From an optimization exercise on the open Yosys and OpenROAD flow, aimed at a short achievable clock period and few clock cycles; shortcuts taken in it are not production practice.
Only simulation tests tie the RTL to the original design; equivalence was not proved.
Power and IR drop assume default switching activity.

$ cat flow/design.v
module emu_add64 (
    input  wire [63:0] a,
    input  wire [63:0] b,
    input  wire        cin,
    output wire [64:0] s
);
    reg [63:0] g, p;
    integer i, d;
    always @(*) begin
        g = a & b;
        p = a ^ b;
        g[0] = g[0] | (p[0] & cin);
        for (d = 1; d < 64; d = d * 2)
            for (i = 63; i >= d; i = i - 1) begin
                g[i] = g[i] | (p[i] & g[i - d]);
                p[i] = p[i] & p[i - d];
            end
    end
    assign s = {g[63], (a ^ b) ^ {g[62:0], cin}};
endmodule
module emu_addz (
    input  wire [63:0] a,
    input  wire [63:0] b,
    input  wire        cin,
    output wire        z
);
    wire [63:0] t = a | b;
    assign z = &((a ^ b) ~^ {t[62:0], cin});
endmodule
module emu_exec (
    input  wire [31:0]        ir,
    input  wire [37-1:0]   pd,
    input  wire [63:0]        pc,          
    input  wire [63:0]        ra,          
    input  wire [63:0]        rb,          
    input  wire               rb_z,        
    output wire               taken,       
    output wire [63:0]        next_pc,
    output wire [15:0]        rel16,       
    output wire [63:0]        pc_plus4,
    output wire [63:0]        w_data,      
    output wire [63:0]        wb_data,     
    output wire               w_zero,      
    output wire               wb_zero,     
    output wire [3:0]         flags,
    output wire [15:0]        ls_lo,       
    output wire               ls_oob,      
    output wire [63:0]        ls_addr      
);
    wire [63:0] imm12 = {{52{ir[21]}}, ir[21:10]};
    wire [63:0] imm16 = {{48{ir[25]}}, ir[25:10]};
    wire [63:0] imm26 = {{36{ir[25]}}, ir[25:0], 2'b00};
    wire [63:0] imm19 = {{43{ir[23]}}, ir[23:5], 2'b00};
    wire [63:0] opb    = pd[24] ? (rb << ir[23:22]) : imm12;
    wire        sub    = pd[26];
    wire [63:0] addend = sub ? ~opb : opb;
    wire [64:0] usum;
    emu_add64 u_add (.a(ra), .b(addend), .cin(sub), .s(usum));
    wire [63:0] sum    = usum[63:0];
    wire        flag_n = sum[63];
    wire        flag_z;
    emu_addz u_addz (.a(ra), .b(addend), .cin(sub), .z(flag_z));
    wire        flag_c = usum[64];
    wire        flag_v = (ra[63] == addend[63]) && (sum[63] != ra[63]);
    assign flags = {flag_n, flag_z, flag_c, flag_v};
    wire [63:0] alu_res = (pd[25] || pd[26]) ? sum :
                          pd[27] ? (ra & opb) :
                          pd[28] ? (ra | opb) : (ra ^ opb);
    assign pc_plus4 = pc + 64'd4;
    wire [63:0] rel_tgt  = pc + (pd[20] ? imm26 : imm19);
    wire        cb_taken = pd[17] && (pd[18] ? rb_z : !rb_z);
    assign taken   = pd[19] || cb_taken;
    assign rel16   = rel_tgt[15:0];
    assign next_pc = (pd[20] || cb_taken) ? rel_tgt :
                     pd[21] ? ra : pc_plus4;
    assign w_data = pd[22] ? pc_plus4 : alu_res;
    assign w_zero = pd[22] ? (pc_plus4 == 64'd0) :
                    (pd[25] || pd[26]) ? flag_z :
                    pd[27] ? ~|(ra & opb) :
                    pd[28] ? ~|(ra | opb) : (ra == opb);
    wire        ls_post  = pd[29];
    wire [64:0] ls_sum65;
    emu_add64 u_lsadd (.a(ra), .b(imm16), .cin(1'b0), .s(ls_sum65));
    wire [63:0] ls_sum   = ls_sum65[63:0];
    emu_addz u_lsz (.a(ra), .b(imm16), .cin(1'b0), .z(wb_zero));
    wire [64:0] lo_sum65;
    emu_add64 u_loadd (.a({48'd0, ra[15:0]}), .b({48'd0, ir[25:10]}), .cin(1'b0), .s(lo_sum65));
    wire [16:0] lo_sum   = lo_sum65[16:0];
    wire        hi_zero  = (ra[63:16] == 48'd0);
    wire        hi_one   = (ra[63:16] == 48'd1);
    wire        hi_ones  = (ra[63:16] == {48{1'b1}});
    wire        sum_hi_z = ir[25] ? (lo_sum[16] ? hi_zero : hi_one)
                                  : (lo_sum[16] ? hi_ones : hi_zero);
    assign ls_lo   = ls_post ? ra[15:0] : lo_sum[15:0];
    wire   ls_hi_z = ls_post ? hi_zero : sum_hi_z;
    assign ls_oob  = !ls_hi_z || ((ls_lo[15:3] == 13'h1FFF) && (ls_lo[2:0] != 3'd0));
    assign ls_addr = ls_post ? ra : ls_sum;
    assign wb_data = ls_sum;
endmodule
module emu_core (
    input  wire        clk,
    input  wire        rst,
    input  wire        go,
    output wire        idle,
    output wire        halted,
    output reg         bp_hit,
    output reg         fault_oob,
    output reg         fault_wide,
    output reg  [63:0] fault_addr,
    output reg  [63:0] pc,
    output reg  [3:0]  nzcv,
    input  wire        host_reg_we,
    input  wire [4:0]  host_reg_idx,
    input  wire [63:0] host_reg_wdata,
    input  wire        host_pc_we,
    input  wire [63:0] host_pc_wdata,
    input  wire        bp_we,
    input  wire [1:0]  bp_sel,
    input  wire        bp_en,
    input  wire [63:0] bp_addr,
    input  wire [4:0]  dbg_idx,
    output wire [63:0] dbg_rdata,
    output wire        mem_req,
    output wire        mem_we,
    output wire        mem_wide,
    output wire [15:0] mem_addr,
    output wire [63:0] mem_wdata,
    input  wire        mem_ready,
    input  wire [63:0] mem_rdata
);
    localparam integer NQ = 8;            
    localparam integer CB = 6;            
    localparam integer NC = 1 << CB;
    reg        busy;                      
    reg        halted_r;
    reg [63:0] bp_addr_r [0:3];
    reg [63:0] bpm4_r    [0:3];
    reg [3:0]  bp_en_r;
    reg [63:0] xreg [0:30];
    reg [30:0] xz;
    reg [31:0]       iq    [0:NQ-1];
    reg [37-1:0]  iq_pd [0:NQ-1];
    reg [31:0]       iq_sa [0:NQ-1];      
    reg [31:0]       iq_sb [0:NQ-1];
    reg [15:0]       iq_of [0:NQ-1];      
    reg [15:0]       iq_o4 [0:NQ-1];      
    reg [3:0]        iq_cnt;
    reg [15:0]       fa;                  
    reg              sb_v;
    reg [15:0]       sb_addr;
    reg [63:0]       sb_data;
    reg [15:0]       sb_ak [0:14];        
    reg [7:0]        sb_zb;               
    reg              ending;              
    reg [31:0]      cw [0:NC-1];
    reg [15-CB-2:0] ct [0:NC-1];
    reg [NC-1:0]    cv;
    assign idle   = ~busy;
    assign halted = halted_r;
    function [63:0] rd_reg;
        input [4:0] idx;
        begin
            if (idx == 5'd31)
                rd_reg = 64'd0;
            else
                rd_reg = xreg[idx];
        end
    endfunction
    assign dbg_rdata = rd_reg(dbg_idx);
    function [63:0] rd_sel;
        input [31:0] s;
        integer j;
        begin
            rd_sel = 64'd0;
            for (j = 0; j < 31; j = j + 1)
                rd_sel = rd_sel | ({64{s[j]}} & xreg[j]);
        end
    endfunction
    function rd_selz;
        input [31:0] s;
        begin
            rd_selz = s[31] | (|(s[30:0] & xz));
        end
    endfunction
    function [31:0] onehot;
        input [4:0] idx;
        integer j;
        begin
            for (j = 0; j < 32; j = j + 1)
                onehot[j] = (idx == j);
        end
    endfunction
    function [37-1:0] predec;
        input [31:0] w;
        reg [2:0] sel, cls;
        reg c_r, c_i, c_br, c_ls, r_ok, i_ok, ls_ok;
        reg op_b, op_bl, op_breg, op_blr, op_cbz, op_cbnz, breg_ok, cb_ok;
        reg wback;
        begin
            sel  = w[31:29];
            cls  = w[28:26];
            c_r  = (cls == 3'b010);
            c_i  = (cls == 3'b100);
            c_br = (cls == 3'b101);
            c_ls = (cls == 3'b110);
            r_ok  = c_r && (sel <= 3'd4) && (w[25:24] == 2'b00) && !w[21] && (w[15:10] == 6'd0);
            i_ok  = c_i && (sel <= 3'd3) && (w[25:22] == 4'd0);
            ls_ok = c_ls && (w[30:29] != 2'b11);
            op_b    = c_br && (sel == 3'd0);
            op_bl   = c_br && (sel == 3'd1);
            op_breg = c_br && (sel == 3'd2 || sel == 3'd3 || sel == 3'd4);
            op_blr  = c_br && (sel == 3'd3);
            op_cbz  = c_br && (sel == 3'd5);
            op_cbnz = c_br && (sel == 3'd6);
            breg_ok = op_breg && (w[25:10] == 16'd0) && (w[4:0] == 5'd0);
            cb_ok   = (op_cbz || op_cbnz) && (w[25:24] == 2'b00);
            wback   = (w[30:29] == 2'b01) || (w[30:29] == 2'b10);
            predec = {37{1'b0}};
            predec[4:0]    = (op_breg && sel == 3'd4 && w[9:5] == 5'd0) ? 5'd30 : w[9:5];
            predec[9:5]    = c_r ? w[20:16] : w[4:0];
            predec[10]    = r_ok || i_ok || ls_ok || breg_ok;
            predec[11]    = r_ok || (ls_ok && !w[31]) || cb_ok;
            predec[12] = r_ok || i_ok || ls_ok || op_b || op_bl || breg_ok || cb_ok;
            predec[13]    = ls_ok;
            predec[14]    = ls_ok && w[31];
            predec[15]    = ls_ok && !w[31];
            predec[16]    = op_b || op_bl || breg_ok || cb_ok;
            predec[17]    = cb_ok;
            predec[18]   = op_cbz;
            predec[19]    = op_b || op_bl || breg_ok;
            predec[20] = op_b || op_bl;
            predec[21]  = breg_ok;
            predec[22]  = op_bl || (breg_ok && op_blr);
            predec[23]   = r_ok || i_ok;
            predec[24]    = c_r;
            predec[25]   = (c_r && sel == 3'd3) || (c_i && sel == 3'd0);
            predec[26]   = (c_r && sel == 3'd2) || (c_i && sel == 3'd1);
            predec[27]   = (c_r && sel == 3'd0) || (c_i && sel == 3'd2);
            predec[28]   = (c_r && sel == 3'd4) || (c_i && sel == 3'd3);
            predec[29]  = (w[30:29] == 2'b10);
            predec[30]   = ls_ok && wback;
            if (r_ok || i_ok) begin
                predec[31]  = (w[4:0] != 5'd31);
                predec[36:32] = w[4:0];
            end else if (op_bl || (breg_ok && op_blr)) begin
                predec[31]  = 1'b1;
                predec[36:32] = 5'd30;
            end else begin
                predec[31]  = ls_ok && w[31] && (w[4:0] != 5'd31) &&
                                   !(wback && w[4:0] == w[9:5]);
                predec[36:32] = w[4:0];
            end
        end
    endfunction
    wire pc_oob  = (pc[63:16] != 48'd0) || (pc[15:0] > 16'hFFFC);
    wire pc1_oob = (pc[15:0] > 16'hFFF8);
    reg bp_match, bp_match1;
    integer b;
    always @(*) begin
        bp_match  = 1'b0;
        bp_match1 = 1'b0;
        for (b = 0; b < 4; b = b + 1) begin
            if (bp_en_r[b] && bp_addr_r[b] == pc)
                bp_match = 1'b1;
            if (bp_en_r[b] && bpm4_r[b] == pc)
                bp_match1 = 1'b1;
        end
    end
    wire [31:0]      ir0 = iq[0];
    wire [31:0]      ir1 = iq[1];
    wire [37-1:0] pd0 = iq_pd[0];
    wire [37-1:0] pd1 = iq_pd[1];
    wire [31:0]      sa0 = iq_sa[0];
    wire [31:0]      sb0 = iq_sb[0];
    wire [31:0]      sa1 = iq_sa[1];
    wire [31:0]      sb1 = iq_sb[1];
    wire [63:0] ra0 = rd_sel(sa0);
    wire [63:0] rb0 = rd_sel(sb0);
    wire [63:0] ra1 = rd_sel(sa1);
    wire [63:0] rb1 = rd_sel(sb1);
    wire        tk0, oob0, tk1, oob1, wz0, wz1, wbz0, wbz1;
    wire [63:0] npc0, npc1, pc4_0, pc4_1, wd0, wd1, wbd0, wbd1, la0, la1;
    wire [3:0]  fl0, fl1;
    wire [15:0] lo0, lo1, rel0, rel1;
    emu_exec s0 (
        .ir(ir0), .pd(pd0), .pc(pc), .ra(ra0), .rb(rb0), .rb_z(rd_selz(sb0)),
        .taken(tk0), .next_pc(npc0), .rel16(rel0), .pc_plus4(pc4_0), .w_data(wd0),
        .wb_data(wbd0), .w_zero(wz0), .wb_zero(wbz0), .flags(fl0), .ls_lo(lo0), .ls_oob(oob0), .ls_addr(la0)
    );
    emu_exec s1 (
        .ir(ir1), .pd(pd1), .pc(pc4_0), .ra(ra1), .rb(rb1), .rb_z(rd_selz(sb1)),
        .taken(tk1), .next_pc(npc1), .rel16(rel1), .pc_plus4(pc4_1), .w_data(wd1),
        .wb_data(wbd1), .w_zero(wz1), .wb_zero(wbz1), .flags(fl1), .ls_lo(lo1), .ls_oob(oob1), .ls_addr(la1)
    );
    wire v0  = pd0[12], v1  = pd1[12];
    wire ls0 = pd0[13],    ls1 = pd1[13];
    wire st0 = pd0[15],    st1 = pd1[15];
    wire ld0 = pd0[14],    ld1 = pd1[14];
    wire br0 = pd0[16];
    wire cb0 = pd0[17];
    wire run    = busy && !halted_r && !ending;
    wire iv0    = (iq_cnt != 4'd0);
    wire iv1    = (iq_cnt > 4'd1);
    wire st_bp  = run && bp_match;
    wire st_pco = run && !bp_match && pc_oob;
    wire x_act  = run && !bp_match && !pc_oob && iv0;     
    wire st_inv = x_act && !v0;
    wire st_lso = x_act && ls0 && oob0;
    wire x0_ex  = x_act && v0 && !(ls0 && oob0);          
    wire ls_rdy = !ls0 || ((!sb_v && st0) || mem_ready);
    wire x0_go  = x0_ex && ls_rdy;                        
    wire x_stop = st_bp || st_pco || st_inv || st_lso;
    wire [10:0] pcb   = pc[15:5];
    wire [10:0] stb   = lo0[15:5];
    wire [10:0] stb1  = lo1[15:5];
    wire smc_hit0 = (stb == pcb) || (stb == pcb + 11'd1) ||
                    (stb == pcb + 11'd2) || (stb + 11'd1 == pcb);
    wire smc_hit1 = (stb1 == pcb) || (stb1 == pcb + 11'd1) ||
                    (stb1 == pcb + 11'd2) || (stb1 + 11'd1 == pcb);
    wire [4:0] a1_idx = pd1[4:0], b1_idx = pd1[9:5];
    wire [4:0] w0_idx = pd0[36:32], wb0_idx = pd0[4:0];
    wire       w0_en  = pd0[31],  wb0_en  = pd0[30];
    wire raw = (pd1[10] && a1_idx != 5'd31 &&
                ((w0_en && a1_idx == w0_idx) || (wb0_en && a1_idx == wb0_idx))) ||
               (pd1[11] && b1_idx != 5'd31 &&
                ((w0_en && b1_idx == w0_idx) || (wb0_en && b1_idx == wb0_idx)));
    wire x0_adv = iv0 && ls_rdy;
    wire st1_ok = st1 && !ls0 && (!sb_v || mem_ready) && !oob1;
    wire x1_adv = x0_adv && iv1 && v1 && !(ls1 && !st1_ok) && !bp_match1 && !pc1_oob &&
                  !(br0 && !cb0) && !(cb0 && tk0) && !raw;
    wire x1_go  = x0_go && x1_adv && !(st0 && smc_hit0);
    wire red0 = x0_adv && tk0;
    wire red1 = x1_adv && tk1;
    wire st_adv = (x0_adv && st0) || (x1_adv && st1);
    wire smc0   = x0_adv && st0 && smc_hit0;
    wire smc1   = x1_adv && st1 && smc_hit1;
    wire        ld_port = run && iv0 && ld0;                 
    wire        sb_wr   = sb_v && !ld_port;                  
    wire        port_x  = sb_v || ld_port;                   
    wire        f_t0    = iv0 && tk0;
    wire        f_t1    = !f_t0 && iv1 && tk1;
    wire [64:0] tg0_s, tg1_s;
    emu_add64 u_tg0 (.a({48'd0, pc[15:0]}), .b({48'd0, iq_of[0]}), .cin(1'b0), .s(tg0_s));
    emu_add64 u_tg1 (.a({48'd0, pc[15:0]}), .b({48'd0, iq_o4[1]}), .cin(1'b0), .s(tg1_s));
    wire [15:0] tg0     = tg0_s[15:0];
    wire [15:0] tg1     = tg1_s[15:0];
    wire [15:0] f_addr  = f_t0 ? (pd0[21] ? ra0[15:0] : tg0) :
                          f_t1 ? (pd1[21] ? ra1[15:0] : tg1) : fa;
    wire        f_ind   = f_t0 ? pd0[21] : f_t1 ? pd1[21] : 1'b0;
    wire [1:0]  deq     = {1'b0, x0_adv} + {1'b0, x1_adv};
    wire [3:0]  cnt_aft = iq_cnt - {2'b00, deq};
    wire        redir   = red0 || red1;
    wire        f_match = f_t0 ? red0 : f_t1 ? red1 : 1'b1;
    wire        f_want  = redir || (cnt_aft <= NQ - 2);
    wire        st_x    = (x0_go && st0) || (x1_go && st1);
    wire [15:0]     fc_addr = f_t0 ? tg0 : f_t1 ? tg1 : fa;
    wire [15:0]     fc_a4   = fc_addr + 16'd4;
    wire [CB-1:0]   cl0   = fc_addr[CB+1:2];
    wire [CB-1:0]   cl1   = cl0 + 1'b1;
    wire            c_hit = !f_ind && (fc_addr[1:0] == 2'b00) &&
                            cv[cl0] && (ct[cl0] == fc_addr[15:CB+2]) &&
                            cv[cl1] && (ct[cl1] == fc_a4[15:CB+2]);
    wire [CB-1:0]   ci0   = f_addr[CB+1:2];
    wire [CB-1:0]   ci1   = ci0 + 1'b1;
    wire [15:0]     f_a4  = f_addr + 16'd4;
    wire        fc_ok   = run && c_hit && !(st_adv && redir) && f_match && f_want;
    wire        fm_ok   = run && !c_hit && !port_x && !(st_adv && redir) && f_match && f_want && mem_ready;
    wire        f_ok    = fc_ok || fm_ok;
    wire [63:0] f_data  = c_hit ? {cw[cl1], cw[cl0]} : mem_rdata;
    wire [3:0]  f_base  = redir ? 4'd0 : cnt_aft;
    wire [15:0]   st_a  = st0 ? lo0 : lo1;
    wire [CB-1:0] si0   = st_a[CB+1:2];
    wire [CB-1:0] si1   = si0 + 1'b1;
    wire [CB-1:0] si2   = si0 + 2'd2;
    assign mem_req   = busy;
    assign mem_we    = sb_wr;
    assign mem_wide  = sb_wr;
    assign mem_addr  = ld_port ? lo0 : sb_v ? sb_addr : f_addr;
    assign mem_wdata = sb_data;
    reg  [14:0] sb_m;
    reg  [63:0] ld_data;
    reg  [7:0]  ld_zb;
    integer lb, kk;
    always @(*) begin
        for (kk = 0; kk < 15; kk = kk + 1)
            sb_m[kk] = sb_v && (lo0 == sb_ak[kk]);
        ld_data = mem_rdata;
        for (lb = 0; lb < 8; lb = lb + 1)
            ld_zb[lb] = (mem_rdata[lb*8 +: 8] == 8'd0);
        for (lb = 0; lb < 8; lb = lb + 1)
            for (kk = 0; kk < 15; kk = kk + 1)
                if (lb + kk - 7 >= 0 && lb + kk - 7 <= 7 && sb_m[kk]) begin
                    ld_data[lb*8 +: 8] = sb_data[(lb + kk - 7)*8 +: 8];
                    ld_zb[lb]          = sb_zb[lb + kk - 7];
                end
    end
    wire        p0_en   = busy ? (x0_go && w0_en) : host_reg_we;
    wire [4:0]  p0_idx  = busy ? w0_idx : host_reg_idx;
    wire [63:0] p0_data = busy ? (ld0 ? ld_data : wd0) : host_reg_wdata;
    wire        p1_en   = x0_go && wb0_en;
    wire [4:0]  p1_idx  = pd0[4:0];
    wire        p2_en   = x1_go && pd1[31];
    wire [4:0]  p2_idx  = pd1[36:32];
    wire [63:0] p2_data = wd1;
    wire        p3_en   = x1_go && pd1[30];
    wire [4:0]  p3_idx  = pd1[4:0];
    wire z0 = busy ? (ld0 ? (&ld_zb) : wz0) : (host_reg_wdata == 64'd0);
    wire z1 = wbz0;
    wire z2 = wz1;
    wire z3 = wbz1;
    integer i;
    always @(posedge clk) begin
        if (rst) begin
            for (i = 0; i < 31; i = i + 1) begin
                xreg[i]   <= 64'd0;
            end
            xz <= {31{1'b1}};
        end else begin
            for (i = 0; i < 31; i = i + 1) begin
                if (p3_en && p3_idx == i) begin
                    xreg[i]   <= wbd1;
                    xz[i]     <= z3;
                end else if (p2_en && p2_idx == i) begin
                    xreg[i]   <= p2_data;
                    xz[i]     <= z2;
                end else if (p1_en && p1_idx == i) begin
                    xreg[i]   <= wbd0;
                    xz[i]     <= z1;
                end else if (p0_en && p0_idx == i) begin
                    xreg[i]   <= p0_data;
                    xz[i]     <= z0;
                end
            end
        end
    end
    wire [37-1:0] fpd0 = predec(f_data[31:0]);
    wire [37-1:0] fpd1 = predec(f_data[63:32]);
    wire [31:0]      fsa0 = onehot(fpd0[4:0]);
    wire [31:0]      fsb0 = onehot(fpd0[9:5]);
    wire [31:0]      fsa1 = onehot(fpd1[4:0]);
    wire [31:0]      fsb1 = onehot(fpd1[9:5]);
    function [15:0] reloff;
        input [31:0] w;
        begin
            reloff = (w[28:26] == 3'b101 && w[31:30] == 2'b00) ? {w[13:0], 2'b00}
                                                               : {w[21:5], 2'b00};
        end
    endfunction
    wire [15:0] fof0 = reloff(f_data[31:0]);
    wire [15:0] fof1 = reloff(f_data[63:32]);
    wire [15:0] fo40 = fof0 + 16'd4;
    wire [15:0] fo41 = fof1 + 16'd4;
    integer q;
    always @(posedge clk) begin
        for (q = 0; q < NQ; q = q + 1) begin
            if (f_ok && f_base == q) begin
                iq[q]    <= f_data[31:0];
                iq_pd[q] <= fpd0;
                iq_sa[q] <= fsa0;
                iq_sb[q] <= fsb0;
                iq_of[q] <= fof0;
                iq_o4[q] <= fo40;
            end else if (f_ok && f_base + 4'd1 == q) begin
                iq[q]    <= f_data[63:32];
                iq_pd[q] <= fpd1;
                iq_sa[q] <= fsa1;
                iq_sb[q] <= fsb1;
                iq_of[q] <= fof1;
                iq_o4[q] <= fo41;
            end else if (deq == 2'd2 && q < NQ - 2) begin
                iq[q]    <= iq[q + 2];
                iq_pd[q] <= iq_pd[q + 2];
                iq_sa[q] <= iq_sa[q + 2];
                iq_sb[q] <= iq_sb[q + 2];
                iq_of[q] <= iq_of[q + 2];
                iq_o4[q] <= iq_o4[q + 2];
            end else if (deq == 2'd1 && q < NQ - 1) begin
                iq[q]    <= iq[q + 1];
                iq_pd[q] <= iq_pd[q + 1];
                iq_sa[q] <= iq_sa[q + 1];
                iq_sb[q] <= iq_sb[q + 1];
                iq_of[q] <= iq_of[q + 1];
                iq_o4[q] <= iq_o4[q + 1];
            end
        end
        if (rst) begin
            iq_cnt <= 4'd0;
            fa     <= 16'd0;
        end else if (!busy) begin
            iq_cnt <= 4'd0;
            fa     <= pc[15:0];
        end else if (smc0) begin
            iq_cnt <= 4'd0;
            fa     <= pc4_0[15:0];
        end else if (smc1) begin
            iq_cnt <= 4'd0;
            fa     <= pc4_1[15:0];
        end else if (redir) begin
            iq_cnt <= f_ok ? 4'd2 : 4'd0;
            fa     <= f_addr + (f_ok ? 16'd8 : 16'd0);
        end else begin
            iq_cnt <= cnt_aft + (f_ok ? 4'd2 : 4'd0);
            fa     <= fa + (f_ok ? 16'd8 : 16'd0);
        end
    end
    integer c;
    always @(posedge clk) begin
        if (rst || !busy) begin
            cv <= {NC{1'b0}};
        end else begin
            for (c = 0; c < NC; c = c + 1) begin
                if (st_adv && (si0 == c || si1 == c || si2 == c))
                    cv[c] <= 1'b0;
                else if (fm_ok && f_addr[1:0] == 2'b00 && (ci0 == c || ci1 == c))
                    cv[c] <= 1'b1;
            end
        end
        for (c = 0; c < NC; c = c + 1) begin
            if (fm_ok && ci0 == c) begin
                cw[c] <= mem_rdata[31:0];
                ct[c] <= f_addr[15:CB+2];
            end else if (fm_ok && ci1 == c) begin
                cw[c] <= mem_rdata[63:32];
                ct[c] <= f_a4[15:CB+2];
            end
        end
    end
    integer k;
    always @(posedge clk) begin
        if (rst) begin
            busy       <= 1'b0;
            ending     <= 1'b0;
            sb_v       <= 1'b0;
            halted_r   <= 1'b0;
            pc         <= 64'd0;
            nzcv       <= 4'd0;
            bp_hit     <= 1'b0;
            fault_oob  <= 1'b0;
            fault_wide <= 1'b0;
            fault_addr <= 64'd0;
            bp_en_r    <= 4'd0;
            for (k = 0; k < 4; k = k + 1) begin
                bp_addr_r[k] <= 64'd0;
                bpm4_r[k]    <= 64'd0;
            end
        end else if (!busy) begin
            if (host_pc_we)
                pc <= host_pc_wdata;
            if (bp_we) begin
                bp_en_r[bp_sel]   <= bp_en;
                bp_addr_r[bp_sel] <= bp_addr;
                bpm4_r[bp_sel]    <= bp_addr - 64'd4;
            end
            if (go) begin
                bp_hit <= 1'b0;
                busy   <= 1'b1;
                ending <= 1'b0;
            end
        end else begin
            if (st_x) begin
                sb_v    <= 1'b1;
                sb_addr <= st_a;
                sb_data <= st0 ? rb0 : rb1;
                for (k = 0; k < 8; k = k + 1)
                    sb_zb[k] <= st0 ? (rb0[k*8 +: 8] == 8'd0) : (rb1[k*8 +: 8] == 8'd0);
                for (k = 0; k < 15; k = k + 1)
                    sb_ak[k] <= st_a + k - 7;
            end else if (sb_wr && mem_ready) begin
                sb_v    <= 1'b0;
            end
            if (halted_r || x_stop || ending) begin
                ending <= 1'b1;
                if (!sb_v || (sb_wr && mem_ready))
                    busy <= 1'b0;
            end
            if (st_bp)
                bp_hit <= 1'b1;
            if (st_pco) begin
                halted_r   <= 1'b1;
                fault_oob  <= 1'b1;
                fault_wide <= 1'b0;
                fault_addr <= pc;
            end
            if (st_inv) begin
                halted_r   <= 1'b1;
                fault_oob  <= 1'b0;
            end
            if (st_lso) begin
                halted_r   <= 1'b1;
                fault_oob  <= 1'b1;
                fault_wide <= 1'b1;
                fault_addr <= la0;
            end
            if (x1_go) begin
                pc <= npc1;
                if (pd1[23] && (pd1[25] || pd1[26]))
                    nzcv <= fl1;
                else if (pd0[23] && (pd0[25] || pd0[26]))
                    nzcv <= fl0;
            end else if (x0_go) begin
                pc <= npc0;
                if (pd0[23] && (pd0[25] || pd0[26]))
                    nzcv <= fl0;
            end
        end
    end
endmodule
$ cat flow/flow/run.sh
#!/bin/bash
set -euo pipefail
cd "$(dirname "$0")/.."
bash standard.sh "BUFFER_PORTS_ARGS=-buffer_cell sky130_fd_sc_hd__buf_8" \
    MATCH_CELL_FOOTPRINT=0 finish > standard_flow.log 2>&1
$ cat flow/standard.sh
#!/bin/bash
# synth_recipe.tcl (not shown) runs the flow's synth.tcl, then flattens the netlist and writes it again
# the make line also repeats each setting of config.mk as NAME=value (left out here)
make -C /OpenROAD-flow-scripts/flow DESIGN_CONFIG=/design/flow/config.mk WORK_HOME=/design/flow/orfs CLKGATE_MAP_FILE= SYNTH_SCRIPT=/design/flow/synth_recipe.tcl "${@:-finish}"
$ cat flow/config.mk
export PLATFORM = sky130hd
export DESIGN_NAME = emu_core
export DESIGN_NICKNAME = emu_core
export VERILOG_FILES = /design/flow/design.v
export SDC_FILE = /design/flow/constraint.sdc
export NUM_CORES = 4
export LEC_CHECK = 0
export CAP_MARGIN = 20
export CORE_MARGIN = 2
export CORE_UTILIZATION = 16
export PLACE_DENSITY = 0.28
export SETUP_SLACK_MARGIN = 5
export SLEW_MARGIN = 20
export TNS_END_PERCENT = 10
$ cat flow/constraint.sdc
create_clock -name core_clock -period 14.0 [get_ports {clk}]
set_input_delay 2.8000 -clock core_clock [delete_from_list [all_inputs] [get_ports {clk}]]
set_output_delay 2.8000 -clock core_clock [all_outputs]
set_load 0.01 [all_outputs]
==> summary.txt <==
==> layer usage <==
layer	GRT usage	overflow
met1	0.5194	0
met2	0.6586	0
met3	0.3218	2
met4	0.5471	0
met5	0.1440	0
==> logic make-up after synthesis <==
group,after synthesis
buffers and inverters,7432
XOR/XNOR,2371
AND/OR/NAND/NOR,15230
flip-flops,6798
adder cells (fa/ha/maj),973
multiplexers,3077
AO/OA/AOI/OAI,21240
==> power groups by stage <==
stage	sequential [mW]	clock (mW)	combinational, mW
3_5_place_dp	24.4	0	58.0
3_3_place_gp	24.4	0	58.2
2_1_floorplan	23.5	0	19.3
4_1_cts	23.8	28.3	59.5
==> how the worst max path moves through the flow <==
stage                      start           end  slack [ns]
floorplan           iq_sb[0][16]      iq[7][0]        1.73
global placement    iq_sa[0][15]        xz[27]       -1.33
detailed placement   iq_sb[0][7]  iq_sa[3][29]       -0.03
CTS                 iq_sa[0][18]  xreg[20][60]        3.09
==> through the flow <==
step | total power [mW] | utilization | instances | TNS (ns)
global placement | 82.62 | 0.1946 | 98720 | -73.82
floorplan | 42.81 | - | 57120 | 0
detailed placement | 82.39 | 0.1953 | 98800 | -0.02801
CTS | 111.6 | 0.2087 | 101100 | 0
==> cell usage after synthesis, drive strengths merged, types with 101 or more instances <==
cell / count
clkbuf: 5508
a31oi: 326
mux2: 1906
nor2: 4480
a222oi: 506
nor2b: 262
dfxtp: 2242
nand4: 1070
a22oi: 4710
inv: 933
and3: 307
nand2: 4202
a22o: 1169
nand3: 1854
nor3: 1224
xor2: 815
mux2i: 1163
or4: 330
or3: 138
nor4: 567
o21ai: 3564
buf: 975
a21oi: 3621
a21o: 226
o31ai: 137
a221o: 123
o211ai: 1563
or2: 101
a221oi: 1497
o22ai: 652
xnor2: 1554
and2: 343
a2111oi: 150
a211oi: 1584
a32oi: 117
edfxtp: 4556
a311oi: 167
o221ai: 342
nand2b: 156
ha: 964
==> what timing repair did <==
action,4_1_cts
gates resized for setup,815
endpoints found under the hold margin,0
buffers inserted,397
pin swaps,150
gates cloned,21
setup endpoints to repair,9727
==> summary.txt <==
Clock tree
  • CTS Hold Bufs: 0
  • CTS buffer count: 1051
  • Clock sinks: 6798
  • H-tree level count: 7
  • Clock Tree Root: clkbuf_16
  • Longest Clk Path Bufs: 6

Place
  • DP Area: 0.6031 sq mm
  • HPWL after DPL: 5922000 um
  • Pre-CTS setup slack: -0.02801 ns
  • Port Buf Inserts: 559
  • Placer Congestion: 1.162

Yosys
  • Syn nets: 58370
  • Flops & latches, synth: 6798
  • Post-Syn Instances: 57120
  • EDFF count, synth: 4556
  • Yosys cell types: 123
  • Post-synthesis sequential area ratio: 0.3674
  • Top_reg_cell synth: edfxtp_1
  • Mapped Area: 0.4946 sq mm
  • Area share of the largest cell type after synthesis: 0.2766
  • Xor/xnor share of the synthesized area: 0.04206
  • Ys async rst share: 0
  • Largest family of logic cells by synthesized area: compound AO/OA/AOI/OAI gates
  • Mux contribution to synthesized area: 0.06741
  • Ys Warns: 124
  • Synth Area in Adders: 0.02475
  • Synthesized area per cell: 8.659 sq um
  • Synth Area in Simple Gates: 0.1435
  • Complex-gate fraction of the synthesized area: 0.2979
  • Synth area leader: edfxtp_1
  • Largest cells by area after synthesis: edfxtp_1, dfxtp_1, a22oi_1

Die
  • I/O pins: 560
  • # rows: 646
  • Die Y-Extent: 1762 um
  • Starting density of the core: 0.1601
  • Die width: 1762 um

Global routing
  • GRT Overall Usage: 0.5091
  • Largest net degree at the start of global routing: 160
  • GRT overflow: 2

Status
  • First Err: [ERROR GRT-0232] Routing congestion too high. Check the congestion heatmap in the GUI.
  • Outcome: stopped before the end
  • Failed at: 5_1_grt
Testbench counts, summed over its fixed seeds: cycles 57,052.
